Context: an optimization exercise on an open-source flow, tuned for small area. The choices shown serve that exercise and are no tape-out recipe. RTL that was checked went through simulation tests only; none was proved equivalent to the original. For runs 1 and 2, only the layout was checked, not whether the RTL still works. Power and IR drop assume default switching activity.

<file path="flow/config.mk">
export PLATFORM = sky130hd
export DESIGN_NAME = uart_spi_seq
export DESIGN_NICKNAME = uart_spi_seq
export VERILOG_FILES = /design/flow/design.v
export SDC_FILE = /design/flow/constraint.sdc
export NUM_CORES = 4
export LEC_CHECK = 0
export CAP_MARGIN = 20
export CORE_MARGIN = 2
export CORE_UTILIZATION = 40
export SLEW_MARGIN = 20
export BUFFER_PORTS_ARGS = -buffer_cell sky130_fd_sc_hd__buf_1
export CTS_ARGS = -sink_clustering_enable -repair_clock_nets -dont_use_dummy_load -buf_list sky130_fd_sc_hd__clkbuf_16 -root_buf sky130_fd_sc_hd__clkbuf_16 -sink_clustering_size 24 -sink_clustering_max_diameter 100
</file>
<file path="flow/design.v">
module uart_spi_seq (
    input  wire        clk,
    input  wire        rst,           
    input  wire        crystal,       
    input  wire [39:0] now_ns,        
    input  wire        open_req,
    input  wire        close_req,
    input  wire        push_valid,
    input  wire [7:0]  push_data,
    output wire        push_ready,
    input  wire        fmt_valid,
    input  wire [17:0] fmt_baud,
    input  wire [3:0]  fmt_wlen,
    input  wire [1:0]  fmt_par,       
    input  wire [1:0]  fmt_stop,
    input  wire        flush_req,
    input  wire        stop_tx_req,
    input  wire        start_tx_req,
    input  wire        irq,
    output wire        x_valid,
    output reg  [15:0] x_word,
    input  wire        x_done,
    input  wire        x_err,
    input  wire [15:0] x_resp,
    output reg         rx_valid,
    output reg  [7:0]  rx_char,
    output reg         rx_perr,
    output wire [1:0]  line_state,    
    output reg  [1:0]  de_state,      
    output reg  [1:0]  outcome,       
    output reg         txe,
    output reg         rxa,
    output reg         cts
);
    localparam [3:0] S_EXITED = 4'd0, S_PARKED = 4'd1, S_TOP = 4'd2,
                     S_DRAIN  = 4'd3, S_TX     = 4'd4, S_END = 4'd5,
                     S_TXA    = 4'd6,    
                     S_ENDF   = 4'd7,    
                     W_CFG    = 4'd8, W_DEOFF  = 4'd9, W_RD  = 4'd10,
                     W_TXD    = 4'd11, W_STOP  = 4'd12;
    localparam [1:0] DE_OFF = 2'd0, DE_ON = 2'd1, DE_UNKNOWN = 2'd2;
    localparam [1:0] OC_NONE = 2'd0, OC_APPLIED = 2'd1, OC_SUPERSEDED = 2'd2;
    function [3:0] f_rate (input [7:0] f); f_rate = f[3:0]; endfunction
    function       f_w7   (input [7:0] f); f_w7   = f[4];   endfunction
    function       f_pe   (input [7:0] f); f_pe   = f[5];   endfunction
    function       f_st2  (input [7:0] f); f_st2  = f[6];   endfunction
    function       f_odd  (input [7:0] f); f_odd  = f[7];   endfunction
    function [4:0] rate_lookup (input [17:0] b);
        case (b)
            18'd300:    rate_lookup = {1'b1, 4'd0};
            18'd600:    rate_lookup = {1'b1, 4'd1};
            18'd1200:   rate_lookup = {1'b1, 4'd2};
            18'd2400:   rate_lookup = {1'b1, 4'd3};
            18'd4800:   rate_lookup = {1'b1, 4'd4};
            18'd9600:   rate_lookup = {1'b1, 4'd5};
            18'd19200:  rate_lookup = {1'b1, 4'd6};
            18'd38400:  rate_lookup = {1'b1, 4'd7};
            18'd57600:  rate_lookup = {1'b1, 4'd8};
            18'd115200: rate_lookup = {1'b1, 4'd9};
            18'd230400: rate_lookup = {1'b1, 4'd10};
            default:    rate_lookup = 5'd0;
        endcase
    endfunction
    function [3:0] rate_code (input xtal, input [3:0] r);
        if (r[3])
            rate_code = (xtal ? 4'd2 : 4'd1) - {2'd0, r[1:0]};
        else
            rate_code = (xtal ? 4'd0 : 4'd15) - {1'b0, r[2:0]};
    endfunction
    function [25:0] hold_rom (input [5:0] i);
        case (i)
            6'd0: hold_rom = 26'd29999997;
            6'd1: hold_rom = 26'd33333330;
            6'd2: hold_rom = 26'd36666663;
            6'd3: hold_rom = 26'd39999996;
            6'd4: hold_rom = 26'd14999994;
            6'd5: hold_rom = 26'd16666660;
            6'd6: hold_rom = 26'd18333326;
            6'd7: hold_rom = 26'd19999992;
            6'd8: hold_rom = 26'd7499997;
            6'd9: hold_rom = 26'd8333330;
            6'd10: hold_rom = 26'd9166663;
            6'd11: hold_rom = 26'd9999996;
            6'd12: hold_rom = 26'd3749994;
            6'd13: hold_rom = 26'd4166660;
            6'd14: hold_rom = 26'd4583326;
            6'd15: hold_rom = 26'd4999992;
            6'd16: hold_rom = 26'd1874997;
            6'd17: hold_rom = 26'd2083330;
            6'd18: hold_rom = 26'd2291663;
            6'd19: hold_rom = 26'd2499996;
            6'd20: hold_rom = 26'd937494;
            6'd21: hold_rom = 26'd1041660;
            6'd22: hold_rom = 26'd1145826;
            6'd23: hold_rom = 26'd1249992;
            6'd24: hold_rom = 26'd468747;
            6'd25: hold_rom = 26'd520830;
            6'd26: hold_rom = 26'd572913;
            6'd27: hold_rom = 26'd624996;
            6'd28: hold_rom = 26'd234369;
            6'd29: hold_rom = 26'd260410;
            6'd30: hold_rom = 26'd286451;
            6'd31: hold_rom = 26'd312492;
            6'd32: hold_rom = 26'd156249;
            6'd33: hold_rom = 26'd173610;
            6'd34: hold_rom = 26'd190971;
            6'd35: hold_rom = 26'd208332;
            6'd36: hold_rom = 26'd78120;
            6'd37: hold_rom = 26'd86800;
            6'd38: hold_rom = 26'd95480;
            6'd39: hold_rom = 26'd104160;
            6'd40: hold_rom = 26'd39060;
            6'd41: hold_rom = 26'd43400;
            6'd42: hold_rom = 26'd47740;
            6'd43: hold_rom = 26'd52080;
            default: hold_rom = 26'd0;
        endcase
    endfunction
    function [1:0] extra_bits (input [7:0] f);    
        extra_bits = {1'b0, !f_w7(f)} + {1'b0, f_pe(f)} + {1'b0, f_st2(f)};
    endfunction
    function less (input [39:0] a, input [39:0] b);
        integer i;
        begin
            less = 1'b0;
            for (i = 0; i < 40; i = i + 1)
                less = (!a[i] & b[i]) | (!a[i] & less) | (b[i] & less);
        end
    endfunction
    function [7:0] resolve (input xtal, input [17:0] b, input [3:0] wl,
                            input [1:0] par, input [1:0] st, input [7:0] g);
        reg [4:0] lk;
        reg [3:0] rc;
        reg       rw7, rpe, rodd, rst2;
        begin
            lk = rate_lookup(b);
            if (lk[4] && !(xtal ? (lk[3:0] == 4'd0) : (lk[3:0] == 4'd10)))
                rc = lk[3:0];
            else
                rc = f_rate(g);
            if (wl == 4'd7)      rw7 = 1'b1;
            else if (wl == 4'd8) rw7 = 1'b0;
            else                 rw7 = f_w7(g);
            if (par == 2'd3) begin rpe = f_pe(g); rodd = f_odd(g); end
            else             begin rpe = (par != 2'd0); rodd = (par == 2'd2); end
            if (st == 2'd1)      rst2 = 1'b0;
            else if (st == 2'd2) rst2 = 1'b1;
            else                 rst2 = f_st2(g);
            resolve = {rodd, rst2, rpe, rw7, rc};
        end
    endfunction
    reg [3:0]  st;
    reg [2:0]  drain_k;
    reg [7:0]  stg;             
    reg [7:0]  fmt;             
    reg [7:0]  pfmt;            
    reg [39:0] dl;              
    reg        dv;              
    reg        os_v;            
    reg        active;          
    reg        f_cfg, f_dis, f_tr, f_txs, f_stop, f_fls;
    reg        wake, txstop;
    reg [119:0] qv;             
    reg [3:0]  cnt;             
    wire       exited  = (st == S_EXITED);
    wire       q_empty = (cnt == 4'd0);
    wire       accept  = !exited && !f_stop;
    wire       lt      = dv && less(now_ns, dl);
    assign push_ready = accept && (cnt != 4'd15);
    assign x_valid    = st[3];
    assign line_state = {active, !active && !exited};
    localparam [7:0] DEFAULT_FMT = {1'b0, 1'b0, 1'b0, 1'b0, 4'd5};    
    reg  [7:0] q_old;           
    always @* begin
        case (cnt)
            4'd1: q_old = qv[7:0];
            4'd2: q_old = qv[15:8];
            4'd3: q_old = qv[23:16];
            4'd4: q_old = qv[31:24];
            4'd5: q_old = qv[39:32];
            4'd6: q_old = qv[47:40];
            4'd7: q_old = qv[55:48];
            4'd8: q_old = qv[63:56];
            4'd9: q_old = qv[71:64];
            4'd10: q_old = qv[79:72];
            4'd11: q_old = qv[87:80];
            4'd12: q_old = qv[95:88];
            4'd13: q_old = qv[103:96];
            4'd14: q_old = qv[111:104];
            4'd15: q_old = qv[119:112];
            default: q_old = 8'd0;
        endcase
    end
    wire [7:0] txd  = q_old & {!f_w7(fmt), 7'h7F};
    wire       txpt = f_pe(fmt) & (f_odd(fmt) ^ (^txd));
    always @* begin
        case (st[2:0])
            3'd0:    x_word = {8'hC4, 1'b0, pfmt[6:4], rate_code(crystal, f_rate(pfmt))};
            3'd1:    x_word = 16'h8400;
            3'd3:    x_word = {7'b1000001, txpt, txd};
            3'd4:    x_word = {8'hD4, 1'b0, fmt[6:4], rate_code(crystal, f_rate(fmt))};
            default: x_word = 16'h0000;
        endcase
    end
    wire [7:0] rch = x_resp[7:0] & {!f_w7(fmt), 7'h7F};
    reg [3:0]  st_n;
    reg [2:0]  drain_k_n;
    reg [7:0]  stg_n, fmt_n, pfmt_n;
    reg [39:0] dl_n;
    reg        dv_n, os_v_n, active_n;
    reg        f_cfg_n, f_dis_n, f_tr_n, f_txs_n, f_stop_n, f_fls_n;
    reg        wake_n, txstop_n;
    reg        q_pop, q_clr;
    reg        q_we;
    reg        rx_valid_n;
    reg [1:0]  de_n, outcome_n;
    reg        txe_n, rxa_n, cts_n;
    always @* begin
        st_n       = st;
        drain_k_n  = drain_k;
        stg_n      = stg;
        fmt_n      = fmt;
        pfmt_n     = pfmt;
        dl_n       = dl;
        dv_n       = dv;
        os_v_n     = os_v;
        active_n   = active;
        f_cfg_n    = f_cfg;
        f_dis_n    = f_dis;
        f_tr_n     = f_tr;
        f_txs_n    = f_txs;
        f_stop_n   = f_stop;
        f_fls_n    = f_fls;
        wake_n     = wake;
        txstop_n   = txstop;
        q_pop      = 1'b0;
        q_clr      = 1'b0;
        q_we       = 1'b0;
        rx_valid_n = 1'b0;
        de_n       = de_state;
        outcome_n  = outcome;
        txe_n      = txe;
        rxa_n      = rxa;
        cts_n      = cts;
        if (st == S_TXA)
            dl_n = dl + {14'd0, hold_rom({f_rate(fmt), extra_bits(fmt)})};
        case (st)
            S_PARKED: begin
                if (wake) begin
                    wake_n = 1'b0;
                    st_n   = S_TOP;
                end
            end
            S_TOP: begin
                if (f_stop) begin
                    st_n = W_STOP;
                end else if (f_dis) begin
                    f_dis_n = 1'b0;
                    if (f_txs || !q_empty) begin
                        os_v_n    = 1'b0;
                        outcome_n = OC_SUPERSEDED;
                    end else if (de_state == DE_OFF) begin
                        outcome_n = OC_SUPERSEDED;
                    end else if (lt) begin
                        os_v_n = 1'b1;
                    end else begin
                        st_n = W_DEOFF;
                    end
                end else if (f_cfg) begin
                    f_cfg_n = 1'b0;
                    pfmt_n  = stg;
                    st_n    = W_CFG;
                end else if (active) begin
                    f_txs_n = 1'b0;
                    f_tr_n  = 1'b0;
                    if (f_fls) begin
                        q_clr   = 1'b1;
                        f_fls_n = 1'b0;
                    end
                    drain_k_n = 3'd0;
                    st_n      = S_DRAIN;
                end else begin
                    st_n = S_END;
                end
            end
            S_DRAIN: begin
                st_n = f_stop ? S_TOP : W_RD;
            end
            S_TX, S_TXA: begin
                if (f_stop)
                    st_n = S_TOP;
                else if (q_empty || txstop || !txe)
                    st_n = S_END;
                else
                    st_n = W_TXD;
            end
            S_END, S_ENDF: begin
                if (q_empty && de_state != DE_OFF && !os_v && !f_dis && active)
                    os_v_n = 1'b1;
                if (st == S_ENDF)
                    st_n = S_PARKED;
                else if (f_stop || f_dis || f_cfg || f_tr || f_txs || (!q_empty && !txstop))
                    st_n = S_TOP;
                else
                    st_n = S_PARKED;
            end
            W_CFG, W_DEOFF, W_RD, W_TXD, W_STOP: begin
                if (x_done) begin
                    if (st == W_STOP) begin
                        if (!x_err) begin
                            txe_n = x_resp[14];
                            rxa_n = x_resp[15];
                        end
                        os_v_n   = 1'b0;
                        active_n = 1'b0;
                        f_cfg_n  = 1'b0;
                        f_dis_n  = 1'b0;
                        f_tr_n   = 1'b0;
                        f_txs_n  = 1'b0;
                        f_stop_n = 1'b0;
                        f_fls_n  = 1'b0;
                        wake_n   = 1'b0;
                        q_clr    = 1'b1;
                        de_n     = DE_UNKNOWN;
                        st_n     = S_EXITED;
                    end else if (x_err) begin
                        case (st)
                            W_CFG:   f_cfg_n = 1'b1;
                            W_DEOFF: f_dis_n = 1'b1;
                            default: f_tr_n  = 1'b1;
                        endcase
                        st_n = S_ENDF;
                    end else begin
                        txe_n = x_resp[14];
                        rxa_n = x_resp[15];
                        if (st != W_CFG) begin
                            cts_n = x_resp[9];
                            if (x_resp[15]) begin
                                rx_valid_n = 1'b1;
                                if (st != W_RD)
                                    f_tr_n = 1'b1;
                            end
                        end
                        case (st)
                            W_CFG: begin
                                fmt_n    = pfmt;
                                if (x_resp[15])
                                    f_tr_n = 1'b1;
                                active_n = 1'b1;
                                st_n     = S_TOP;
                            end
                            W_DEOFF: begin
                                de_n      = DE_OFF;
                                outcome_n = OC_APPLIED;
                                st_n      = S_TOP;
                            end
                            W_RD: begin
                                if (!x_resp[15]) begin
                                    st_n = S_TX;
                                end else if (drain_k == 3'd7) begin
                                    f_tr_n = 1'b1;
                                    st_n   = S_TX;
                                end else begin
                                    drain_k_n = drain_k + 3'd1;
                                    st_n      = S_DRAIN;
                                end
                            end
                            default: begin   
                                q_pop  = 1'b1;
                                de_n   = DE_ON;
                                if (os_v || f_dis)
                                    outcome_n = OC_SUPERSEDED;
                                os_v_n  = 1'b0;
                                f_dis_n = 1'b0;
                                if (!lt)
                                    dl_n = now_ns;
                                dv_n    = 1'b1;
                                st_n    = S_TXA;
                            end
                        endcase
                    end
                end
            end
            default: ;   
        endcase
        if (open_req && exited) begin
            txstop_n = 1'b0;
            f_cfg_n  = 1'b1;
            st_n     = S_PARKED;
            wake_n   = 1'b1;
        end
        if (close_req && accept) begin
            f_stop_n = 1'b1;
            wake_n   = 1'b1;
        end
        if (push_valid && push_ready) begin
            q_we    = 1'b1;
            f_txs_n = 1'b1;
            wake_n  = 1'b1;
        end
        if (fmt_valid && active && !f_stop) begin
            stg_n   = resolve(crystal, fmt_baud, fmt_wlen, fmt_par, fmt_stop, stg);
            f_cfg_n = 1'b1;
            wake_n  = 1'b1;
        end
        if (flush_req && accept) begin
            f_fls_n = 1'b1;
            f_tr_n  = 1'b1;
            wake_n  = 1'b1;
        end
        if (stop_tx_req && accept)
            txstop_n = 1'b1;
        if (start_tx_req && accept) begin
            txstop_n = 1'b0;
            f_txs_n  = 1'b1;
            wake_n   = 1'b1;
        end
        if (irq && !exited && !f_stop) begin
            f_tr_n = 1'b1;
            wake_n = 1'b1;
        end
        if (os_v_n && !lt) begin
            os_v_n  = 1'b0;
            f_dis_n = 1'b1;
            wake_n  = 1'b1;
        end
    end
    wire [3:0] cnt_n = (q_clr ? 4'd0 : cnt - {3'd0, q_pop}) + {3'd0, q_we};
    always @(posedge clk) begin
        if (q_we)
            qv <= {qv[111:0], push_data};
    end
    always @(posedge clk) begin
        drain_k <= drain_k_n;
        pfmt    <= pfmt_n;
        dl      <= dl_n;
        txstop  <= txstop_n;
        wake    <= wake_n;
        f_cfg   <= f_cfg_n;
        rx_char <= rch;
        rx_perr <= f_pe(fmt) & (x_resp[8] ^ f_odd(fmt) ^ (^rch));
    end
    always @(posedge clk) begin
        if (rst) begin
            st       <= S_EXITED;
            stg      <= DEFAULT_FMT;
            fmt      <= DEFAULT_FMT;
            dv       <= 1'b0;
            os_v     <= 1'b0;
            active   <= 1'b0;
            f_dis    <= 1'b0;
            f_tr     <= 1'b0;
            f_txs    <= 1'b0;
            f_stop   <= 1'b0;
            f_fls    <= 1'b0;
            cnt      <= 4'd0;
            rx_valid <= 1'b0;
            de_state <= DE_OFF;
            outcome  <= OC_NONE;
            txe      <= 1'b0;
            rxa      <= 1'b0;
            cts      <= 1'b0;
        end else begin
            st       <= st_n;
            stg      <= stg_n;
            fmt      <= fmt_n;
            dv       <= dv_n;
            os_v     <= os_v_n;
            active   <= active_n;
            f_dis    <= f_dis_n;
            f_tr     <= f_tr_n;
            f_txs    <= f_txs_n;
            f_stop   <= f_stop_n;
            f_fls    <= f_fls_n;
            cnt      <= cnt_n;
            rx_valid <= rx_valid_n;
            de_state <= de_n;
            outcome  <= outcome_n;
            txe      <= txe_n;
            rxa      <= rxa_n;
            cts      <= cts_n;
        end
    end
endmodule
</file>
<file path="flow/constraint.sdc">
create_clock -name core_clock -period 10.0 [get_ports {clk}]
set_input_delay 2.0000 -clock core_clock [delete_from_list [all_inputs] [get_ports {clk}]]
set_output_delay 2.0000 -clock core_clock [all_outputs]
set_load 0.01 [all_outputs]
</file>
<file path="flow/flow/abc_area.script">
&get -n
&st
&deepsyn -T 60
&nf -R 1000
&put
topo
stime -c
buffer -c
upsize -c
dnsize -c
</file>
<file path="flow/standard.sh">
#!/bin/bash
# synth_recipe.tcl (not shown) runs the flow's synth.tcl, then flattens the netlist and writes it again
# the make line also repeats each setting of config.mk as NAME=value (left out here)
make -C /OpenROAD-flow-scripts/flow DESIGN_CONFIG=/design/flow/config.mk WORK_HOME=/design/flow/orfs CLKGATE_MAP_FILE= SYNTH_SCRIPT=/design/flow/synth_recipe.tcl "${@:-finish}"
</file>
<file path="flow/flow/run.sh">
#!/bin/bash
# Layout flow: the standard flow (standard.sh) with these changes:
#  - synthesis maps the logic with an area-oriented ABC script (abc_area.script
#    here, used in place of ORFS's abc_speed.script);
#    everything else in synthesis (synth_recipe.tcl: registers, flattening,
#    renaming) is unchanged;
#  - each port gets its buffer from the smallest buffer cell;
#  - the clock tree uses no dummy loads.
# Each tool's output goes to a log file in this folder.
set -euo pipefail
here=$(pwd)
rm -rf scripts_local
cp -r "$FLOW_HOME/scripts" scripts_local
cp flow/abc_area.script scripts_local/abc_speed.script
cat >> config.mk <<EOC
export BUFFER_PORTS_ARGS = -buffer_cell sky130_fd_sc_hd__buf_1
export CTS_ARGS = -sink_clustering_enable -repair_clock_nets -dont_use_dummy_load -buf_list sky130_fd_sc_hd__clkbuf_16 -root_buf sky130_fd_sc_hd__clkbuf_16 -sink_clustering_size 24 -sink_clustering_max_diameter 100
EOC
SCRIPTS_DIR="$here/scripts_local" bash standard.sh synth > synth.log 2>&1
bash standard.sh > layout.log 2>&1
rm -rf scripts_local
</file>
==> results of run 1 <==
[sequential cells by signal (all words and copies together) (netlist names), 2 cells and up]
name / count
de_state: 2
rx_char: 8
stg: 8
outcome: 2
pfmt: 8
qv: 120
fmt: 8
cnt: 4
dl: 40
drain_k: 3
st: 4
[cells by family (layout without fill, tap and decap cells)]
group | after synthesis | count (layout) | synth area share, %
and+or+nand+nor | 423 | 423 | 17.6
AOI/OAI and AO/OA | 358 | 358 | 21.1
DFF | 223 | 223 | 48.2
buffers and inverters | 117 | 234 | 3.84
adders and majority gates | 60 | 60 | 6.59
xor gates and xnor gates | 28 | 28 | 2.05
muxes | 6 | 6 | 0.564
other | 1 | 2 | 0.0313
[routing by layer]
| layer | GRT usage, % | wire length, um |
|---|---|---|
| met1 | 26.7 | 14000 |
| met2 | 31.4 | 14000 |
| met4 | 3.79 | 428 |
| met3 | 3.24 | 2150 |
| met5 | 0 | 0 |
[layout by cell type, fill, tap and decap left out, drive strengths merged, types with 6 or more instances in the layout]
master,count
and2,22
a22o,21
nor3,50
nor4,6
a221o,22
inv,73
a21o,7
o22ai,20
ha,49
nor3b,7
clkbuf,14
xnor2,22
or3,9
o21ai,77
o211ai,7
nor4b,6
fa,6
nor2b,16
edfxtp,131
dfxtp,92
nand2,90
a21oi,65
a211oi,9
o21a,8
a221oi,18
nand4,6
nand3,34
nor2,125
nand2b,29
o221ai,9
a22oi,42
xor2,6
a222oi,12
and3,11
buf,147
[report_power, final]
| group | internal [mW] | total, mW | switching, mW | leakage, nW |
|---|---|---|---|---|
| Sequential | 1.31 | 1.50 | 0.190 | 1.96 |
| Clock | 0.251 | 0.540 | 0.290 | 0.173 |
| Combinational | 0.396 | 0.997 | 0.601 | 2.71 |
| Total | 1.96 | 3.04 | 1.08 | 4.85 |
[final timing paths]
kind            end  depth (start not counted)  slack, ns  startpoint
min          qv[96]                          0       0.42      qv[88]
min reg2reg  qv[96]                          0       0.42      qv[88]
max          dl[38]                         53       1.23      fmt[5]
max reg2reg  dl[38]                         53       1.23      fmt[5]
[stage by stage]
step	instance area (um2)	utilization (%)	hold WS, ns	std cells	setup WS (ns)
2_1_floorplan	12000	-	0.401	1217	2.25
3_3_place_gp	12900	43.7	0.419	1710	1.35
3_5_place_dp	12900	43.7	0.420	1710	1.24
4_1_cts	13300	44.9	0.422	1724	1.20
5_1_grt	13300	44.9	0.426	1724	0.349
6_report	13300	44.9	0.419	1724	1.23
[area by class of cell]
| type | count | area, um2 |
|---|---|---|
| inverter | 73 | 274 |
| timing repair buffer | 147 | 608 |
| tap | 390 | 488 |
| multi-input combinational | 877 | 5770 |
| clock buffer | 14 | 350 |
| sequential | 223 | 5780 |
| fill | 2875 | 16300 |
==> impl_metrics.env, run 1 <==
export IMPL_status="complete, no violations"
export IMPL_numPortBuffers=133
export IMPL_grt_usage_pct=19.2
export IMPL_cp_common_cell="nand2b_1"
export IMPL_place_congestion=0.911
export IMPL_cts_buffer_depth=3
export IMPL_start_util_pct=40.6
export IMPL_synthTopCellsByArea="edfxtp_1 33%, dfxtp_1 15%, ha_1 5.1%"
export IMPL_synthCells=1216
export IMPL_worstMarginPinSlew_ns=1.02
export IMPL_p_per_area_nw_per_um2=229
export IMPL_finClkSkew_ns=0.0411
export IMPL_die_area_um2=31400
export IMPL_critical_path_top_delay_family="simple AND/OR/NAND/NOR gates"
export IMPL_row_count=63
export IMPL_synth_common_cells="131 x edfxtp_1, 119 x nor2_1, 92 x dfxtp_1, 89 x nand2_1, 72 x inv_1"
export IMPL_htreeDepth=1
export IMPL_core_region_area_um2=29600
export IMPL_required_ns=10.36
export IMPL_routed_wirelength_mm=30.6
export IMPL_async_flop_share_pct=0
export IMPL_synth_seq_cells=223
export IMPL_fmax_ghz=0.114
export IMPL_hold_class="register to register"
export IMPL_crit_type="register to register"
export IMPL_crit_buf_inv=3
export IMPL_synth_seq_area_share_pct=48.2
export IMPL_cts_sinks=223
export IMPL_maxCapViolCount=0
export IMPL_num_vias=9890
export IMPL_syn_avg_cell_area_um2=9.86
export IMPL_cts_buffers=14
export IMPL_cpPeakStageDelay_ns=0.51
export IMPL_grt_pass1_vias=9350
export IMPL_firstDrtPassIters=6
export IMPL_diodes=0
export IMPL_overflow=0
export IMPL_finalSetupTns_ns=0
export IMPL_cts_resized=0
export IMPL_nets=1494
export IMPL_power_mw=3.04
export IMPL_clock_latency_ns=0.50
export IMPL_initialDrtViolationCount=1023
export IMPL_synth_top_area_cell="edfxtp_1"
export IMPL_hpwl_mm=22.2
export IMPL_ant_nets=0
export IMPL_setup_violations=0
export IMPL_post_cts_buffers=0
export IMPL_maxSlewViolCount=0
export IMPL_cts_hold_fix_buffers=0
export IMPL_avgRoutedWirePerCell_um=17.8
export IMPL_critPathMaxFanout=19
export IMPL_die_h_um=177
export IMPL_pin_count=140
export IMPL_final_hold_viol_count=0
export IMPL_clk_pin_slew_ns=0.10
export IMPL_yosysWarnings=1
export IMPL_grt_max_degree=92
export IMPL_die_w_um=177
export IMPL_synthFlopType="edfxtp_1"
export IMPL_cp_start_kind="register"
export IMPL_yosysMostFrequentCell="edfxtp_1"
export IMPL_power_leakage_nw=4.85
export IMPL_viasPerCell=5.74
export IMPL_synth_cell_type_count=78
export IMPL_slew_headroom_pct=32.0
export IMPL_synth_top_cell_area_share_pct=32.8
export IMPL_grt_setup_unrepaired="no"
export IMPL_synth_edf_count=131
export IMPL_crit_slowest_cell="fa_1"
export IMPL_layout_min_cycle_time_ns=8.77
export IMPL_peakVddDrop_mv=0.190
export IMPL_cts_tree="built"
export IMPL_drc_errors=0
export IMPL_cp_data_arrival_time_ns=9.14
export IMPL_critPathCaptureType="register"
export IMPL_antenna_found_initial=0
export IMPL_finalCritPeriodShare_pct=87.7
export IMPL_layout_drive_gt1_share_pct=5.62
export IMPL_syn2layout_area_growth_pct=10.7
export IMPL_root_buffer="clkbuf_16"
export IMPL_syn_area_um2=12000
export IMPL_grt_pass1_wl_mm=48.6
==> run 2: changes to the inputs <==
--- a/flow/flow/run.sh
+++ b/flow/flow/run.sh
@@ -14,7 +14,7 @@
 cp flow/abc_area.script scripts_local/abc_speed.script
 cat >> config.mk <<EOC
 export BUFFER_PORTS_ARGS = -buffer_cell sky130_fd_sc_hd__buf_1
-export CTS_ARGS = -sink_clustering_enable -repair_clock_nets -dont_use_dummy_load -buf_list sky130_fd_sc_hd__clkbuf_16 -root_buf sky130_fd_sc_hd__clkbuf_16 -sink_clustering_size 24 -sink_clustering_max_diameter 100
+export CTS_ARGS = -sink_clustering_enable -repair_clock_nets -dont_use_dummy_load -buf_list sky130_fd_sc_hd__clkbuf_8 -root_buf sky130_fd_sc_hd__clkbuf_8 -sink_clustering_size 16 -sink_clustering_max_diameter 80
 EOC
 SCRIPTS_DIR="$here/scripts_local" bash standard.sh synth > synth.log 2>&1
 bash standard.sh > layout.log 2>&1
==> flow/config.mk (replaced) <==
export PLATFORM = sky130hd
export DESIGN_NAME = uart_spi_seq
export DESIGN_NICKNAME = uart_spi_seq
export VERILOG_FILES = /design/flow/design.v
export SDC_FILE = /design/flow/constraint.sdc
export NUM_CORES = 4
export LEC_CHECK = 0
export CAP_MARGIN = 20
export CORE_MARGIN = 2
export CORE_UTILIZATION = 40
export SLEW_MARGIN = 20
export BUFFER_PORTS_ARGS = -buffer_cell sky130_fd_sc_hd__buf_1
export CTS_ARGS = -sink_clustering_enable -repair_clock_nets -dont_use_dummy_load -buf_list sky130_fd_sc_hd__clkbuf_8 -root_buf sky130_fd_sc_hd__clkbuf_8 -sink_clustering_size 16 -sink_clustering_max_diameter 80
==> impl_metrics.env, run 2 <==
export IMPL_layout_common_cells="133 x buf_1, 131 x edfxtp_1, 119 x nor2_1"
export IMPL_grt_usage_pct=19.2
export IMPL_critPathCaptureType="register"
export IMPL_post_dp_cell_area_um2=12900
export IMPL_crit_end="dl[38]"
export IMPL_place_congestion=0.911
export IMPL_syn_avg_cell_area_um2=9.86
export IMPL_die_h_um=177
export IMPL_clock_latency_ns=0.56
export IMPL_synth_cell_type_count=78
export IMPL_cts_hold_fix_buffers=0
export IMPL_cp_data_arrival_time_ns=9.27
export IMPL_reg2reg_depth=53
export IMPL_grt_max_degree=92
export IMPL_status="complete, no violations"
export IMPL_grt_pass1_vias=9376
export IMPL_htreeDepth=1
export IMPL_critical_path_top_delay_family="simple AND/OR/NAND/NOR gates"
export IMPL_finalCritPeriodShare_pct=88.8
export IMPL_top_regs="qv x120, dl x40"
export IMPL_start_util_pct=40.6
export IMPL_finalSetupTns_ns=0
export IMPL_cp_common_cell="nand2b_1"
export IMPL_pin_count=140
export IMPL_crit_buf_inv=3
export IMPL_cts_resized=0
export IMPL_peakVddDrop_mv=0.192
export IMPL_timing_reg2reg_setup_slack_ns=1.12
export IMPL_firstDrtPassIters=5
export IMPL_top_register="qv"
export IMPL_fmax_ghz=0.113
export IMPL_numPortBuffers=133
export IMPL_setup_violations=0
export IMPL_maxCapViolCount=0
export IMPL_synth_seq_area_share_pct=48.2
export IMPL_syn2layout_area_growth_pct=9.85
export IMPL_worstMarginPinSlew_ns=0.987
export IMPL_post_cts_buffers=0
export IMPL_row_count=63
export IMPL_synth_common_cells="131 x edfxtp_1, 119 x nor2_1, 92 x dfxtp_1, 89 x nand2_1, 72 x inv_1"
export IMPL_num_vias=9881
export IMPL_fillCellCount=2897
export IMPL_layout_commonest_cell="buf_1"
export IMPL_die_area_um2=31400
export IMPL_layout_min_cycle_time_ns=8.88
export IMPL_crit_path_start="fmt[5]"
export IMPL_layout_drive_gt1_share_pct=5.90
export IMPL_maxSlewViolCount=0
export IMPL_cts_buffer_depth=3
export IMPL_final_hold_viol_count=0
export IMPL_grt_pass1_wl_mm=48.7
export IMPL_largest_reg_flops=120
export IMPL_synth_top_area_cell="edfxtp_1"
export IMPL_async_flop_share_pct=0
export IMPL_avgRoutedWirePerCell_um=17.7
export IMPL_slew_headroom_pct=33.9
export IMPL_root_buffer="clkbuf_8"
export IMPL_critPathMaxFanout=19
export IMPL_synth_top_cell_area_share_pct=32.8
export IMPL_final_core_util_pct=44.6
export IMPL_syn_area_um2=12000
export IMPL_power_leakage_nw=4.81
export IMPL_viasPerCell=5.71
export IMPL_cts_tree="built"
export IMPL_synth_edf_count=131
export IMPL_finClkSkew_ns=0.0885
export IMPL_hpwl_mm=22.2
export IMPL_antenna_found_initial=0
export IMPL_yosysWarnings=1
export IMPL_synthCells=1216
export IMPL_ant_nets=0
export IMPL_overflow=0
export IMPL_initialDrtViolationCount=1099
export IMPL_cpPeakStageDelay_ns=0.51
export IMPL_grt_setup_unrepaired="no"
export IMPL_nets=1498
export IMPL_crit_type="register to register"
export IMPL_die_w_um=177
export IMPL_r2r_end="dl[38]"
export IMPL_required_ns=10.39
export IMPL_hold_class="register to register"
export IMPL_crit_slowest_cell="fa_1"
export IMPL_synthFlopType="edfxtp_1"
export IMPL_synthTopCellsByArea="edfxtp_1 33%, dfxtp_1 15%, ha_1 5.1%"
export IMPL_yosysMostFrequentCell="edfxtp_1"
export IMPL_p_per_area_nw_per_um2=224
export IMPL_power_mw=2.94
export IMPL_core_region_area_um2=29600
export IMPL_drc_errors=0
export IMPL_cp_start_kind="register"
export IMPL_synth_seq_cells=223
export IMPL_cts_sinks=223
export IMPL_clk_pin_slew_ns=0.10
export IMPL_cp_depth=53
export IMPL_stdcell_area_um2=13200
export IMPL_cts_buffers=18
export IMPL_routed_wirelength_mm=30.6
export IMPL_r2r_start="fmt[5]"
## run 2: changes by cell type in the layout (fill, tap and decap cells not counted)
cell / change
diode_2: +1
clkbuf_8: +18
clkbuf_16: -14
## run 2: metal layers
| layer | track usage, % | vias to the layer above | part of all wire, % |
|---|---|---|---|
| li1 | - | 4810 | - |
| met1 | 26.8 | 4654 | 46 |
| met2 | 31.2 | 379 | 45 |
| met3 | 3.14 | 38 | 7.2 |
| met4 | 4.30 | 0 | 1.7 |
| met5 | 0 | - | 0 |
## run 2: worst min path at each step
stage,startpoint,endpoint,slack (ns),depth (start not counted)
final,qv[102],qv[110],0.44,0
after global routing,stg[1],pfmt[1],0.46,0
after CTS,stg[1],stg[1],0.44,2
after detailed placement,stg[1],pfmt[1],0.42,0
after global placement,stg[1],pfmt[1],0.42,0
after floorplan,stg[7],pfmt[7],0.40,0
## run 2: worst reg2reg max path: cells and delay by family, from the launching register on
kind / cells / cell delay [ns]
AND/OR/NAND/NOR: 29 / 3.64
AO/OA/AOI/OAI: 16 / 2.38
adder cells (fa/ha/maj): 3 / 1.30
flip-flops: 1 / 0.49
buffers and inverters: 3 / 0.48
multiplexers: 1 / 0.29
XOR/XNOR: 1 / 0.12
## run 2: cells by family after synthesis
family	Yosys count	share of synthesized area (%)
AND/OR/NAND/NOR	423	17.6
AO/OA/AOI/OAI	358	21.1
flip-flops	223	48.2
buffers and inverters	117	3.84
adder cells (fa/ha/maj)	60	6.59
XOR/XNOR	28	2.05
multiplexers	6	0.564
other	1	0.0313
## run 2: report_power, final
part,switching [mW],internal (mW),leakage (nW)
sequential,0.189,1.31,1.96
combinational,0.601,0.396,2.71
clock,0.286,0.162,0.129
## run 2: metrics by stage
step / hold WS (ns) / setup WS [ns] / instances
6_report: 0.440 / 1.12 / 1729
2_1_floorplan: 0.401 / 2.25 / 1217
3_3_place_gp: 0.419 / 1.35 / 1710
3_5_place_dp: 0.420 / 1.24 / 1710
4_1_cts: 0.442 / 1.13 / 1728
5_1_grt: 0.458 / 0.285 / 1728
## run 2: area by class of cell
class	instances	area (um2)	area share, %
repair buffers	147	608	4.62
flip-flops and latches	223	5780	43.9
diodes	1	2.50	0.0190
well taps	390	488	3.71
inverters	73	274	2.08
clock buffers	18	248	1.88
multi-input cells	877	5770	43.8
==> run 3: changes to the inputs <==
--- a/flow/design.v
+++ b/flow/design.v
@@ -198,7 +198,7 @@
             3'd0:    x_word = {8'hC4, 1'b0, pfmt[6:4], rate_code(crystal, f_rate(pfmt))};
             3'd1:    x_word = 16'h8400;
             3'd3:    x_word = {7'b1000001, txpt, txd};
-            3'd4:    x_word = {8'hD4, 1'b0, fmt[6:4], rate_code(crystal, f_rate(fmt))};
+            3'd4:    x_word = {8'hD4, 1'b0, pfmt[6:4], rate_code(crystal, f_rate(pfmt))};
             default: x_word = 16'h0000;
         endcase
     end
@@ -253,7 +253,8 @@
             end
             S_TOP: begin
                 if (f_stop) begin
-                    st_n = W_STOP;
+                    pfmt_n = fmt;    
+                    st_n   = W_STOP;
                 end else if (f_dis) begin
                     f_dis_n = 1'b0;
                     if (f_txs || !q_empty) begin
--- a/flow/config.mk
+++ b/flow/config.mk
@@ -7,7 +7,7 @@
 export LEC_CHECK = 0
 export CAP_MARGIN = 20
 export CORE_MARGIN = 2
-export CORE_UTILIZATION = 40
+export CORE_UTILIZATION = 60
 export SLEW_MARGIN = 20
 export BUFFER_PORTS_ARGS = -buffer_cell sky130_fd_sc_hd__buf_1
 export CTS_ARGS = -sink_clustering_enable -repair_clock_nets -dont_use_dummy_load -buf_list sky130_fd_sc_hd__clkbuf_8 -root_buf sky130_fd_sc_hd__clkbuf_8 -sink_clustering_size 16 -sink_clustering_max_diameter 80
==> impl_metrics.env, run 3 <==
export IMPL_cts_buffer_depth=3
export IMPL_cts_resized=0
export IMPL_drc_errors=0
export IMPL_htreeDepth=1
export IMPL_syn_avg_cell_area_um2=9.82
export IMPL_status="complete, no violations"
export IMPL_setup_violations=0
export IMPL_syn_area_um2=11900
export IMPL_fillCellCount=1631
export IMPL_numPortBuffers=133
export IMPL_fmax_ghz=0.113
export IMPL_grt_setup_unrepaired="no"
export IMPL_num_vias=9985
export IMPL_die_area_um2=21000
export IMPL_maxSlewViolCount=0
export IMPL_nets=1487
export IMPL_grt_pass1_wl_mm=46.0
export IMPL_clk_pin_slew_ns=0.10
export IMPL_syn2layout_area_growth_pct=8.36
export IMPL_diodes=0
export IMPL_avgRoutedWirePerCell_um=18.4
export IMPL_ant_nets=0
export IMPL_start_util_pct=61.1
export IMPL_crit_slowest_cell="fa_1"
export IMPL_hold_depth=0
export IMPL_die_w_um=145
export IMPL_synth_top_family_by_area="compound AO/OA/AOI/OAI gates"
export IMPL_synth_seq_cells=223
export IMPL_reg2reg_depth=52
export IMPL_yosysWarnings=1
export IMPL_cts_sinks=223
export IMPL_finalCritPeriodShare_pct=88.8
export IMPL_synth_seq_area_share_pct=48.6
export IMPL_multiInputGateArea_um2=5630
export IMPL_cts_buffers=18
export IMPL_firstDrtPassIters=6
export IMPL_post_cts_buffers=0
export IMPL_grt_max_degree=73
export IMPL_cp_common_cell="nand2b_1"
export IMPL_grt_usage_pct=27.8
export IMPL_largest_reg_flops=120
export IMPL_place_congestion=0.970
export IMPL_critPathMaxFanout=14
export IMPL_p_per_area_nw_per_um2=217
export IMPL_power_switching_uw=989
export IMPL_synth_compound_area_share_pct=21.7
export IMPL_p_int_mw=1.81
export IMPL_cp_start_kind="register"
export IMPL_finalSetupTns_ns=0
export IMPL_slew_headroom_pct=19.1
export IMPL_cts_hold_fix_buffers=0
export IMPL_hpwl_mm=21.2
export IMPL_final_cells=1597
export IMPL_cts_tree="built"
export IMPL_hold_class="register to register"
export IMPL_routed_wirelength_mm=29.4
export IMPL_layout_min_cycle_time_ns=8.88
export IMPL_layout_common_cells="133 x buf_1, 131 x edfxtp_1, 124 x nor2_1"
export IMPL_cp_data_arrival_time_ns=9.30
export IMPL_synth_top_cell_area_share_pct=33.1
export IMPL_crit_type="register to register"
export IMPL_timing_reg2reg_setup_slack_ns=1.12
export IMPL_min_to="qv[27]"
export IMPL_cpPeakStageDelay_ns=0.88
export IMPL_synth_xor_area_share_pct=1.91
export IMPL_layout_commonest_cell="buf_1"
export IMPL_synthTopCellsByArea="edfxtp_1 33%, dfxtp_1 15%, ha_1 4.8%"
export IMPL_synthCells=1211
export IMPL_synth_common_cells="131 x edfxtp_1, 124 x nor2_1, 93 x nand2_1, 92 x dfxtp_1, 74 x inv_1"
export IMPL_peakVddDrop_mv=0.235
export IMPL_root_buffer="clkbuf_8"
export IMPL_top_regs="qv x120, dl x40"
export IMPL_viasPerCell=6.25
export IMPL_r2r_end="dl[38]"
export IMPL_required_ns=10.42
export IMPL_pwr_share_clk_pct=15.5
export IMPL_synthFlopType="edfxtp_1"
export IMPL_die_h_um=145
export IMPL_overflow=0
export IMPL_dp_cells=1579
export IMPL_synth_edf_count=131
export IMPL_critPathCaptureType="register"
export IMPL_final_core_util_pct=66.2
export IMPL_seq_area_um2=5780
export IMPL_switching_share_pct=35.4
export IMPL_p_seq_share_pct=52.2
export IMPL_antenna_found_initial=0
export IMPL_grt_pass1_vias=9027
export IMPL_synth_top_area_cell="edfxtp_1"
export IMPL_synth_adder_area_share_pct=5.80
export IMPL_r2r_start="fmt[5]"
export IMPL_power_leakage_nw=4.72
export IMPL_worstMarginPinSlew_ns=1.18
export IMPL_final_hold_viol_count=0
export IMPL_comb_power_share_pct=32.3
export IMPL_row_count=51
export IMPL_synth_cell_type_count=82
export IMPL_clock_latency_ns=0.54
export IMPL_yosysMostFrequentCell="edfxtp_1"
export IMPL_post_dp_cell_area_um2=12600
export IMPL_hp_start="qv[19]"
export IMPL_top_register="qv"
export IMPL_pin_count=140
export IMPL_maxCapViolCount=0
export IMPL_power_mw=2.80
export IMPL_initialDrtViolationCount=921
export IMPL_layout_drive_gt1_share_pct=6.08
export IMPL_async_flop_share_pct=0
export IMPL_muxShareOfSynthArea_pct=0.631
export IMPL_core_region_area_um2=19500
export IMPL_yosys_area_share_simple_pct=17.1
export IMPL_finClkSkew_ns=0.0646
export IMPL_stdcell_area_um2=12900
-- run 3: cell count changes after synthesis, moves of 5 or more --
cell	delta
a31oi_1	+7
nor2_1	+5
o21ai_0	-10
or3_1	-8
a22oi_1	-6
nand2b_1	+5
nor4b_1	-6
-- run 3: power by group through the flow --
stage | Clock (mW) | Combinational [mW] | Sequential (mW)
floorplan | 0 | 0.707 | 1.42
global route | 0.479 | 1.02 | 1.49
detailed placement | 0 | 0.899 | 1.47
finish | 0.433 | 0.902 | 1.46
global placement | 0 | 0.879 | 1.47
CTS | 0.448 | 0.900 | 1.46
-- run 3: routing by layer --
layer | global-route usage, % | vias to the layer above | share of wire, % | wire (um)
li1 | - | 4780 | - | -
met1 | 39.2 | 4736 | 43 | 12700
met2 | 45.0 | 402 | 46 | 13600
met3 | 3.42 | 67 | 7.1 | 2100
met4 | 8.89 | 0 | 3.2 | 931
met5 | 0 | - | 0 | 0
-- run 3: final cells by class --
cell class | instances | share of cell area, %
Clock buffer | 18 | 1.92
Inverter | 76 | 2.21
Multi-Input combinational cell | 867 | 43.7
Sequential cell | 223 | 44.8
Tap cell | 265 | 2.57
Timing Repair Buffer | 148 | 4.75
-- run 3: metrics by stage --
step	setup WS (ns)	hold slack, ns
finish	1.12	0.416
global route	0.191	0.413
detailed placement	1.22	0.433
global placement	1.37	0.427
CTS	1.11	0.409
floorplan	2.36	0.421
-- run 3: kinds of logic (layout without fill, tap and decap cells) --
| logic type | count (synthesis) | after routing |
|---|---|---|
| mux | 7 | 7 |
| compound gates | 361 | 361 |
| flops | 223 | 223 |
| other cells | 1 | 2 |
| xor+xnor | 26 | 26 |
| fa+ha+maj | 53 | 53 |
| buf+inv | 122 | 242 |
| simple gates | 418 | 418 |
-- run 3: worst max-delay path by stage --
stage	from	end	slack [ns]
floorplan	fmt[5]	dl[38]	2.36
global placement	fmt[5]	dl[38]	1.37
detailed placement	fmt[5]	dl[38]	1.22
CTS	fmt[5]	dl[38]	1.11
global route	fmt[5]	dl[38]	0.19
finish	fmt[5]	dl[38]	1.12
-- run 3: worst max-delay path: cells and delay by family (launching register included) --
family / cells / cell delay (ns)
xor gates and xnor gates: 1 / 0.16
buffers and inverters: 3 / 0.52
DFF: 1 / 0.40
and+or+nand+nor: 30 / 3.60
adders and majority gates: 3 / 1.82
AOI/OAI and AO/OA: 15 / 2.25
==> run 4: changes to the inputs <==
--- a/flow/config.mk
+++ b/flow/config.mk
@@ -7,7 +7,7 @@
 export LEC_CHECK = 0
 export CAP_MARGIN = 20
 export CORE_MARGIN = 2
-export CORE_UTILIZATION = 60
+export CORE_UTILIZATION = 40
 export SLEW_MARGIN = 20
 export BUFFER_PORTS_ARGS = -buffer_cell sky130_fd_sc_hd__buf_1
 export CTS_ARGS = -sink_clustering_enable -repair_clock_nets -dont_use_dummy_load -buf_list sky130_fd_sc_hd__clkbuf_8 -root_buf sky130_fd_sc_hd__clkbuf_8 -sink_clustering_size 16 -sink_clustering_max_diameter 80
==> impl_metrics.env, run 4 <==
export IMPL_fillCellCount=2920
export IMPL_fin_ws_ns=1.22
export IMPL_timing_reg2reg_setup_slack_ns=1.22
export IMPL_syn2layout_area_growth_pct=9.76
export IMPL_critPathMaxFanout=14
export IMPL_post_cts_buffers=0
export IMPL_core_region_area_um2=29500
export IMPL_top_register="qv"
export IMPL_grt_pass1_wl_mm=49.5
export IMPL_power_mw=2.83
export IMPL_synth_cell_type_count=82
export IMPL_cp_data_arrival_time_ns=9.23
export IMPL_critPathCaptureType="register"
export IMPL_finalCritPeriodShare_pct=87.8
export IMPL_cp_depth=53
export IMPL_row_count=63
export IMPL_cts_hold_fix_buffers=0
export IMPL_cts_resized=0
export IMPL_overflow=0
export IMPL_crit_path_start="fmt[5]"
export IMPL_critical_path_top_delay_family="simple AND/OR/NAND/NOR gates"
export IMPL_num_vias=9930
export IMPL_clock_latency_ns=0.56
export IMPL_nets=1489
export IMPL_initialDrtViolationCount=912
export IMPL_place_congestion=0.930
export IMPL_grt_util_met3_pct=2.97
export IMPL_layout_drive_gt1_share_pct=6.15
export IMPL_largest_reg_flops=120
export IMPL_yosysWarnings=1
export IMPL_synthTopCellsByArea="edfxtp_1 33%, dfxtp_1 15%, ha_1 4.8%"
export IMPL_required_ns=10.44
export IMPL_synth_common_cells="131 x edfxtp_1, 124 x nor2_1, 93 x nand2_1, 92 x dfxtp_1, 74 x inv_1"
export IMPL_reg2reg_depth=53
export IMPL_top_regs="qv x120, dl x40"
export IMPL_synth_top_area_cell="edfxtp_1"
export IMPL_grt_usage_pct=19.9
export IMPL_hpwl_mm=22.9
export IMPL_finalSetupTns_ns=0
export IMPL_drc_errors=0
export IMPL_synthFlopType="edfxtp_1"
export IMPL_antenna_found_initial=0
export IMPL_cts_buffer_depth=3
export IMPL_clk_pin_slew_ns=0.10
export IMPL_r2r_end="dl[38]"
export IMPL_async_flop_share_pct=0
export IMPL_multiInputGateArea_um2=5630
export IMPL_syn_area_um2=11900
export IMPL_cp_start_kind="register"
export IMPL_cts_sinks=223
export IMPL_grt_pass1_vias=9279
export IMPL_htreeDepth=1
export IMPL_die_area_um2=31100
export IMPL_diodes=0
export IMPL_ant_nets=0
export IMPL_root_buffer="clkbuf_8"
export IMPL_finClkSkew_ns=0.0844
export IMPL_grt_max_degree=84
export IMPL_synthCells=1211
export IMPL_layout_commonest_cell="buf_1"
export IMPL_crit_type="register to register"
export IMPL_grtUsageMet2_pct=32.2
export IMPL_final_hold_viol_count=0
export IMPL_avgRoutedWirePerCell_um=18.5
export IMPL_synth_seq_cells=223
export IMPL_syn_avg_cell_area_um2=9.82
export IMPL_layout_common_cells="133 x buf_1, 131 x edfxtp_1, 124 x nor2_1"
export IMPL_cts_tree="built"
export IMPL_cp_common_cell="nand2b_1"
export IMPL_final_core_util_pct=44.3
export IMPL_synth_seq_area_share_pct=48.6
export IMPL_grt_use_met1_pct=28.2
export IMPL_cpPeakStageDelay_ns=0.56
export IMPL_slew_headroom_pct=31.6
export IMPL_cts_buffers=18
export IMPL_hp_start="qv[46]"
export IMPL_synth_top_cell_area_share_pct=33.1
export IMPL_viasPerCell=5.76
export IMPL_firstDrtPassIters=7
export IMPL_maxSlewViolCount=0
export IMPL_die_w_um=176
export IMPL_die_h_um=176
export IMPL_numPortBuffers=133
export IMPL_routed_wirelength_mm=31.9
export IMPL_pin_count=140
export IMPL_fmax_ghz=0.114
export IMPL_maxCapViolCount=0
export IMPL_setup_violations=0
export IMPL_grt_busiest_layer="met2"
export IMPL_power_leakage_nw=4.73
export IMPL_p_per_area_nw_per_um2=217
export IMPL_seq_area_um2=5780
export IMPL_dp_slack_ns=1.27
export IMPL_start_util_pct=40.3
export IMPL_crit_end="dl[38]"
export IMPL_crit_slowest_cell="ha_1"
export IMPL_r2r_start="fmt[5]"
export IMPL_layout_min_cycle_time_ns=8.78
export IMPL_peakVddDrop_mv=0.172
export IMPL_worstMarginPinSlew_ns=1.03
export IMPL_grt_setup_unrepaired="no"
export IMPL_crit_buf_inv=4
export IMPL_status="complete, no violations"
export IMPL_synth_edf_count=131
export IMPL_hold_class="register to register"
export IMPL_yosysMostFrequentCell="edfxtp_1"
run 4: changes by cell type in the layout (fill, tap and decap cells not counted), sizes merged:
cell	delta
buf	+2
run 4: kinds of logic after synthesis:
group                      synth area share [%]
DFF                                        48.6
xor gates and xnor gates                   1.91
other                                    0.0315
and+or+nand+nor                            17.1
adders and majority gates                  5.80
buffers and inverters                      4.20
muxes                                     0.631
AOI/OAI and AO/OA                          21.7
run 4: worst min-delay path by stage:
| stage | slack [ns] | cells past startpoint | endpoint |
|---|---|---|---|
| 5_1_grt | 0.45 | 0 | qv[54] |
| 3_3_place_gp | 0.43 | 0 | qv[23] |
| 4_1_cts | 0.45 | 2 | rxa |
| 6_report | 0.44 | 0 | qv[54] |
| 3_5_place_dp | 0.43 | 0 | qv[22] |
| 2_1_floorplan | 0.42 | 2 | stg[3] |
run 4: final cells by class:
cell class | count | area share, %
sequential | 223 | 44.2
multi-input combinational | 867 | 43.1
timing repair buffer | 150 | 4.80
tap | 390 | 3.74
inverter | 76 | 2.19
clock buffer | 18 | 1.90
run 4: metal layers:
layer	wire length, um	vias to the layer above	part of all wire (%)
met5	0	-	0
met4	595	0	1.9
met3	2450	47	7.7
met2	14400	431	45
met1	14400	4678	45
li1	-	4774	-
run 4: worst register-to-register path, delay by kind of cell, from the launching register on:
family	cells	cell delay, ns
AND/OR/NAND/NOR	30	3.65
AO/OA/AOI/OAI	15	2.41
adder cells (fa/ha/maj)	3	1.42
buffers and inverters	4	0.60
flip-flops	1	0.45
XOR/XNOR	1	0.13
run 4: power by group:
part | internal (mW) | leakage (nW) | switching (mW)
combinational | 0.359 | 2.64 | 0.558
clock | 0.162 | 0.129 | 0.289
sequential | 1.29 | 1.96 | 0.177
run 4: metrics by stage:
stage | instance area (um2) | hold slack, ns | std cells
detailed placement | 12800 | 0.433 | 1706
global placement | 12800 | 0.429 | 1706
floorplan | 11900 | 0.421 | 1212
finish | 13100 | 0.439 | 1724
global route | 13100 | 0.455 | 1724
CTS | 13100 | 0.452 | 1724
==> run 5: changes to the inputs <==
--- a/flow/flow/run.sh
+++ b/flow/flow/run.sh
@@ -5,7 +5,9 @@
 #    everything else in synthesis (synth_recipe.tcl: registers, flattening,
 #    renaming) is unchanged;
 #  - each port gets its buffer from the smallest buffer cell;
-#  - the clock tree uses no dummy loads.
+#  - the clock tree is built from clkbuf_8 cells over sink clusters of at most
+#    16 flip-flops (flip-flop clock-pin slew stays near 110 ps), with no
+#    dummy loads.
 # Each tool's output goes to a log file in this folder.
 set -euo pipefail
 here=$(pwd)
--- a/flow/config.mk
+++ b/flow/config.mk
@@ -8,6 +8,7 @@
 export CAP_MARGIN = 20
 export CORE_MARGIN = 2
 export CORE_UTILIZATION = 40
+export GPL_TIMING_DRIVEN = 0
 export SLEW_MARGIN = 20
 export BUFFER_PORTS_ARGS = -buffer_cell sky130_fd_sc_hd__buf_1
 export CTS_ARGS = -sink_clustering_enable -repair_clock_nets -dont_use_dummy_load -buf_list sky130_fd_sc_hd__clkbuf_8 -root_buf sky130_fd_sc_hd__clkbuf_8 -sink_clustering_size 16 -sink_clustering_max_diameter 80
==> impl_metrics.env, run 5 <==
export IMPL_htreeDepth=1
export IMPL_layout_commonest_cell="buf_1"
export IMPL_drc_errors=0
export IMPL_maxCapViolCount=0
export IMPL_synth_seq_cells=223
export IMPL_syn2layout_area_growth_pct=11.3
export IMPL_largest_reg_flops=120
export IMPL_syn_area_um2=11900
export IMPL_grt_busiest_layer="met2"
export IMPL_clk_pin_slew_ns=0.10
export IMPL_cp_common_cell="nand2b_1"
export IMPL_cpPeakStageDelay_ns=0.61
export IMPL_grt_pass1_vias=9673
export IMPL_fillCellCount=2936
export IMPL_setup_violations=0
export IMPL_r2r_start="fmt[5]"
export IMPL_cts_hold_fix_buffers=0
export IMPL_antenna_found_initial=1
export IMPL_critical_path_top_delay_family="simple AND/OR/NAND/NOR gates"
export IMPL_cts_sinks=223
export IMPL_synthTopCellsByArea="edfxtp_1 33%, dfxtp_1 15%, ha_1 4.8%"
export IMPL_final_cells=1758
export IMPL_nets=1523
export IMPL_hold_class="register to register"
export IMPL_synth_edf_count=131
export IMPL_status="complete, no violations"
export IMPL_clock_latency_ns=0.57
export IMPL_top_regs="qv x120, dl x40"
export IMPL_power_mw=2.87
export IMPL_place_congestion=0.939
export IMPL_yosysWarnings=1
export IMPL_finClkSkew_ns=0.0878
export IMPL_routed_wirelength_mm=33.4
export IMPL_cp_data_arrival_time_ns=9.42
export IMPL_overflow=0
export IMPL_maxSlewViolCount=0
export IMPL_numPortBuffers=132
export IMPL_crit_type="register to register"
export IMPL_finalSetupTns_ns=0
export IMPL_row_count=63
export IMPL_initialDrtViolationCount=942
export IMPL_p_per_area_nw_per_um2=217
export IMPL_final_hold_viol_count=0
export IMPL_dp_cells=1741
export IMPL_worstMarginPinSlew_ns=1.02
export IMPL_die_w_um=176
export IMPL_cts_tree="built"
export IMPL_synth_cell_type_count=82
export IMPL_hp_start="rxa"
export IMPL_synthFlopType="edfxtp_1"
export IMPL_async_flop_share_pct=0
export IMPL_dp_slack_ns=0.760
export IMPL_power_leakage_nw=4.81
export IMPL_num_vias=10100
export IMPL_crit_path_start="fmt[5]"
export IMPL_grt_max_degree=47
export IMPL_critPathCaptureType="register"
export IMPL_synth_seq_area_share_pct=48.6
export IMPL_fmax_ghz=0.111
export IMPL_firstDrtPassIters=6
export IMPL_yosysMostFrequentCell="edfxtp_1"
export IMPL_top_register="qv"
export IMPL_avgRoutedWirePerCell_um=19.0
export IMPL_start_util_pct=40.3
export IMPL_layout_min_cycle_time_ns=8.97
export IMPL_slew_headroom_pct=30.3
export IMPL_die_area_um2=31100
export IMPL_grt_usage_pct=21.1
export IMPL_synth_top_cell_area_share_pct=33.1
export IMPL_layout_drive_gt1_share_pct=6.43
export IMPL_diodes=0
export IMPL_grt_util_met3_pct=4.18
export IMPL_grtUsageMet2_pct=33.5
export IMPL_crit_slowest_cell="ha_1"
export IMPL_synthCells=1211
export IMPL_syn_avg_cell_area_um2=9.82
export IMPL_die_h_um=176
export IMPL_synth_common_cells="131 x edfxtp_1, 124 x nor2_1, 93 x nand2_1, 92 x dfxtp_1, 74 x inv_1"
export IMPL_cp_start_kind="register"
export IMPL_hpwl_mm=25.0
export IMPL_grt_use_met1_pct=29.2
export IMPL_pin_count=140
export IMPL_finalCritPeriodShare_pct=89.7
export IMPL_grt_pass1_wl_mm=52.3
export IMPL_crit_buf_inv=4
export IMPL_synth_top_area_cell="edfxtp_1"
export IMPL_peakVddDrop_mv=0.312
export IMPL_root_buffer="clkbuf_8"
export IMPL_ant_nets=0
export IMPL_fin_ws_ns=1.03
export IMPL_layout_common_cells="137 x buf_1, 131 x edfxtp_1, 124 x nor2_1"
export IMPL_cts_buffers=18
export IMPL_required_ns=10.45
export IMPL_viasPerCell=5.72
export IMPL_core_region_area_um2=29500
export IMPL_grt_setup_unrepaired="no"
export IMPL_critPathMaxFanout=12
export IMPL_hold_ws_ns=0.447
export IMPL_cts_buffer_depth=3
run 5: logic make-up (layout without fill, tap and decap cells):
| logic type | after synthesis | in the layout | synth area share (%) |
|---|---|---|---|
| compound gates | 361 | 361 | 21.7 |
| xor+xnor | 26 | 26 | 1.91 |
| fa+ha+maj | 53 | 53 | 5.80 |
| buf+inv | 122 | 278 | 4.20 |
| flops | 223 | 223 | 48.6 |
| mux | 7 | 7 | 0.631 |
| other cells | 1 | 2 | 0.0315 |
| simple gates | 418 | 418 | 17.1 |
run 5: per-stage QoR:
step                      util [%]  instance area (um2)
final                         44.9                13200
after global routing          44.9                13200
after CTS                     44.9                13200
after detailed placement      44.1                13000
after global placement        43.7                12900
after floorplan                  -                11900
run 5: routing by layer:
metal | part of all wire (%) | vias up | wire (um)
li1 | - | 4845 | -
met1 | 44 | 4760 | 14800
met2 | 45 | 399 | 14900
met3 | 8.2 | 55 | 2750
met4 | 2.6 | 2 | 875
met5 | 0.039 | - | 13
run 5: repair_timing:
item / in CTS / in global routing
setup endpoints to repair: 0 / 4
endpoints found under the hold margin: 0 / 0
resized for setup: 0 / 2
buffers inserted: 0 / 0
run 5: layout make-up:
cell class	instances	area, um2	share of cell area, %
inverters	76	285	2.16
clock buffers	18	248	1.87
plain buffers	45	211	1.60
repair buffers	139	571	4.31
multi-input cells	867	5660	42.8
well taps	390	488	3.69
flip-flops and latches	223	5780	43.6
run 5: tightest hold or removal path, cell delays in order (launching register included):
cell,delay (ns)
dfxtp_1,0.31
nand2_1,0.05
nand2_1,0.04
run 5: worst paths after layout:
| check | slack, ns | cells after the start | endpoint |
|---|---|---|---|
| setup / recovery | 1.03 | 53 | dl[38] |
| hold / removal | 0.45 | 2 | rxa |
| setup reg to reg | 1.03 | 53 | dl[38] |
| hold reg to reg | 0.45 | 2 | rxa |
run 5: power by group:
part           leakage [nW]  internal, mW  switching [mW]
Sequential             1.96          1.28           0.149
Combinational          2.72         0.376           0.606
Clock                 0.129         0.162           0.293
==> run 6: changes to the inputs <==
--- a/flow/config.mk
+++ b/flow/config.mk
@@ -8,7 +8,6 @@
 export CAP_MARGIN = 20
 export CORE_MARGIN = 2
 export CORE_UTILIZATION = 40
-export GPL_TIMING_DRIVEN = 0
 export SLEW_MARGIN = 20
 export BUFFER_PORTS_ARGS = -buffer_cell sky130_fd_sc_hd__buf_1
 export CTS_ARGS = -sink_clustering_enable -repair_clock_nets -dont_use_dummy_load -buf_list sky130_fd_sc_hd__clkbuf_8 -root_buf sky130_fd_sc_hd__clkbuf_8 -sink_clustering_size 16 -sink_clustering_max_diameter 80
==> impl_metrics.env, run 6 <==
export IMPL_status="complete, no violations"
export IMPL_synth_edf_count=131
export IMPL_num_vias=9930
export IMPL_async_flop_share_pct=0
export IMPL_setup_violations=0
export IMPL_synthTopCellsByArea="edfxtp_1 33%, dfxtp_1 15%, ha_1 4.8%"
export IMPL_syn_area_um2=11900
export IMPL_critPathMaxFanout=14
export IMPL_synth_top_cell_area_share_pct=33.1
export IMPL_cp_common_cell="nand2b_1"
export IMPL_synth_compound_area_share_pct=21.7
export IMPL_cts_tree="built"
export IMPL_finalCritPeriodShare_pct=87.8
export IMPL_avgRoutedWirePerCell_um=18.5
export IMPL_peakVddDrop_mv=0.172
export IMPL_yosys_area_share_simple_pct=17.1
export IMPL_viasPerCell=5.76
export IMPL_routed_wirelength_mm=31.9
export IMPL_nets=1489
export IMPL_syn_avg_cell_area_um2=9.82
export IMPL_cts_sinks=223
export IMPL_crit_type="register to register"
export IMPL_synthFlopType="edfxtp_1"
export IMPL_numPortBuffers=133
export IMPL_start_util_pct=40.3
export IMPL_firstDrtPassIters=7
export IMPL_crit_slowest_cell="ha_1"
export IMPL_row_count=63
export IMPL_p_per_area_nw_per_um2=217
export IMPL_clock_latency_ns=0.56
export IMPL_synth_xor_area_share_pct=1.91
export IMPL_worstMarginPinSlew_ns=1.03
export IMPL_grt_max_degree=84
export IMPL_fmax_ghz=0.114
export IMPL_yosysWarnings=1
export IMPL_cts_buffers=18
export IMPL_maxSlewViolCount=0
export IMPL_clk_pin_slew_ns=0.10
export IMPL_hpwl_mm=22.9
export IMPL_syn2layout_area_growth_pct=9.76
export IMPL_slew_headroom_pct=31.6
export IMPL_pin_count=140
export IMPL_critPathCaptureType="register"
export IMPL_grt_pass1_wl_mm=49.5
export IMPL_core_region_area_um2=29500
export IMPL_hold_ws_ns=0.439
export IMPL_synth_seq_cells=223
export IMPL_synth_common_cells="131 x edfxtp_1, 124 x nor2_1, 93 x nand2_1, 92 x dfxtp_1, 74 x inv_1"
export IMPL_grt_pass1_vias=9279
export IMPL_overflow=0
export IMPL_synth_cell_type_count=82
export IMPL_synth_top_family_by_area="compound AO/OA/AOI/OAI gates"
export IMPL_cp_start_kind="register"
export IMPL_synthCells=1211
export IMPL_finalSetupTns_ns=0
export IMPL_maxCapViolCount=0
export IMPL_synth_top_area_cell="edfxtp_1"
export IMPL_drc_errors=0
export IMPL_diodes=0
export IMPL_cp_data_arrival_time_ns=9.23
export IMPL_synth_seq_area_share_pct=48.6
export IMPL_top_regs="qv x120, dl x40"
export IMPL_grt_usage_pct=19.9
export IMPL_ant_nets=0
export IMPL_cts_resized=0
export IMPL_largest_reg_flops=120
export IMPL_hold_class="register to register"
export IMPL_layout_commonest_cell="buf_1"
export IMPL_synth_adder_area_share_pct=5.80
export IMPL_required_ns=10.44
export IMPL_cpPeakStageDelay_ns=0.56
export IMPL_final_hold_viol_count=0
export IMPL_htreeDepth=1
export IMPL_antenna_found_initial=0
export IMPL_grt_setup_unrepaired="no"
export IMPL_initialDrtViolationCount=912
export IMPL_die_w_um=176
export IMPL_die_area_um2=31100
export IMPL_cts_buffer_depth=3
export IMPL_muxShareOfSynthArea_pct=0.631
export IMPL_place_congestion=0.930
export IMPL_cts_hold_fix_buffers=0
export IMPL_yosysMostFrequentCell="edfxtp_1"
export IMPL_finClkSkew_ns=0.0844
export IMPL_fillCellCount=2920
export IMPL_power_leakage_nw=4.73
export IMPL_layout_drive_gt1_share_pct=6.15
export IMPL_layout_min_cycle_time_ns=8.78
export IMPL_layout_common_cells="133 x buf_1, 131 x edfxtp_1, 124 x nor2_1"
export IMPL_root_buffer="clkbuf_8"
export IMPL_die_h_um=176
export IMPL_post_cts_buffers=0
export IMPL_top_register="qv"
[run 6: cell counts after synthesis]
No cell type changed its count.
[run 6: cell families (layout without fill, tap and decap cells)]
logic type      count (synthesis)  after routing
buf+inv                       122            244
fa+ha+maj                      53             53
mux                             7              7
simple gates                  418            418
flops                         223            223
xor+xnor                       26             26
compound gates                361            361
other cells                     1              2
[run 6: routing by layer]
| metal | GRT usage (%) | wire length (um) | vias to the layer above | share of wire [%] |
|---|---|---|---|---|
| met2 | 32.2 | 14400 | 431 | 45 |
| met4 | 4.92 | 595 | 0 | 1.9 |
| li1 | - | - | 4774 | - |
| met5 | 0 | 0 | - | 0 |
| met1 | 28.2 | 14400 | 4678 | 45 |
| met3 | 2.97 | 2450 | 47 | 7.7 |
[run 6: through the flow]
step	util [%]	instance area, um2	instances	setup WS, ns	power, mW
after floorplan	-	11900	1212	2.36	2.12
after global placement	43.4	12800	1706	1.41	2.38
after detailed placement	43.4	12800	1706	1.27	2.40
after CTS	44.3	13100	1724	1.17	2.86
after global routing	44.3	13100	1724	0.447	3.02
final	44.3	13100	1724	1.22	2.83
[run 6: report_power, final]
part / total, mW / leakage (nW) / internal [mW] / switching (mW)
combinational: 0.917 / 2.64 / 0.359 / 0.558
sequential: 1.46 / 1.96 / 1.29 / 0.177
clock: 0.451 / 0.129 / 0.162 / 0.289
[run 6: cell type report]
type | count | area, um2 | area share, %
flip-flops and latches | 223 | 5780 | 44.2
repair buffers | 150 | 627 | 4.80
clock buffers | 18 | 248 | 1.90
inverters | 76 | 285 | 2.19
multi-input cells | 867 | 5630 | 43.1
well taps | 390 | 488 | 3.74
[run 6: final timing paths]
check	from	depth (start not counted)	to	slack (ns)
worst min-delay path	qv[46]	0	qv[54]	0.44
worst max-delay path	fmt[5]	53	dl[38]	1.22
worst min register to register	qv[46]	0	qv[54]	0.44
worst max register to register	fmt[5]	53	dl[38]	1.22
[run 6: critical path, delay by kind of cell, from the launching register on]
family | cells | cell delay (ns)
AND/OR/NAND/NOR | 30 | 3.65
adder cells (fa/ha/maj) | 3 | 1.42
AO/OA/AOI/OAI | 15 | 2.41
XOR/XNOR | 1 | 0.13
flip-flops | 1 | 0.45
buffers and inverters | 4 | 0.59

-- re-timing with driven ports --
The results above use ideal ports. As a check the final layouts listed here were re-extracted and re-timed, cells and wires unchanged. Step 1 (the two cells are an assumption about what drives the block):
set clk [get_ports {clk}]
set_driving_cell -lib_cell sky130_fd_sc_hd__clkbuf_16 $clk
set_driving_cell -lib_cell sky130_fd_sc_hd__buf_2 [delete_from_list [all_inputs] $clk]
Step 2, shift: input delay + t, output delay - t, t = (earliest + latest rising clock arrival at the registers) / 2. This alone moves slack from input paths to output paths. a / b / c = ideal ports / drivers / drivers and shift; a / b = the first two.
run | shift t [ns] | setup WS [ns] | hold slack, ns | clock arrival spread, ns
run 1 | 0.525 | 1.226 / 1.226 / 1.226 | 0.419 / 0.419 / 0.419 | 0.042 / 0.042
run 2 | 0.566 | 1.119 / 1.119 / 1.119 | 0.440 / 0.440 / 0.440 | 0.089 / 0.089
run 3 | 0.554 | 1.124 / 1.124 / 1.124 | 0.416 / 0.416 / 0.416 | 0.066 / 0.066
run 4 | 0.564 | 1.216 / 1.216 / 1.216 | 0.439 / 0.439 / 0.439 | 0.085 / 0.085
run 5 | 0.579 | 1.031 / 1.031 / 1.031 | 0.447 / 0.447 / 0.447 | 0.088 / 0.088
run 6 | 0.564 | 1.216 / 1.216 / 1.216 | 0.439 / 0.439 / 0.439 | 0.085 / 0.085
After both steps setup and hold are still met in every run listed.
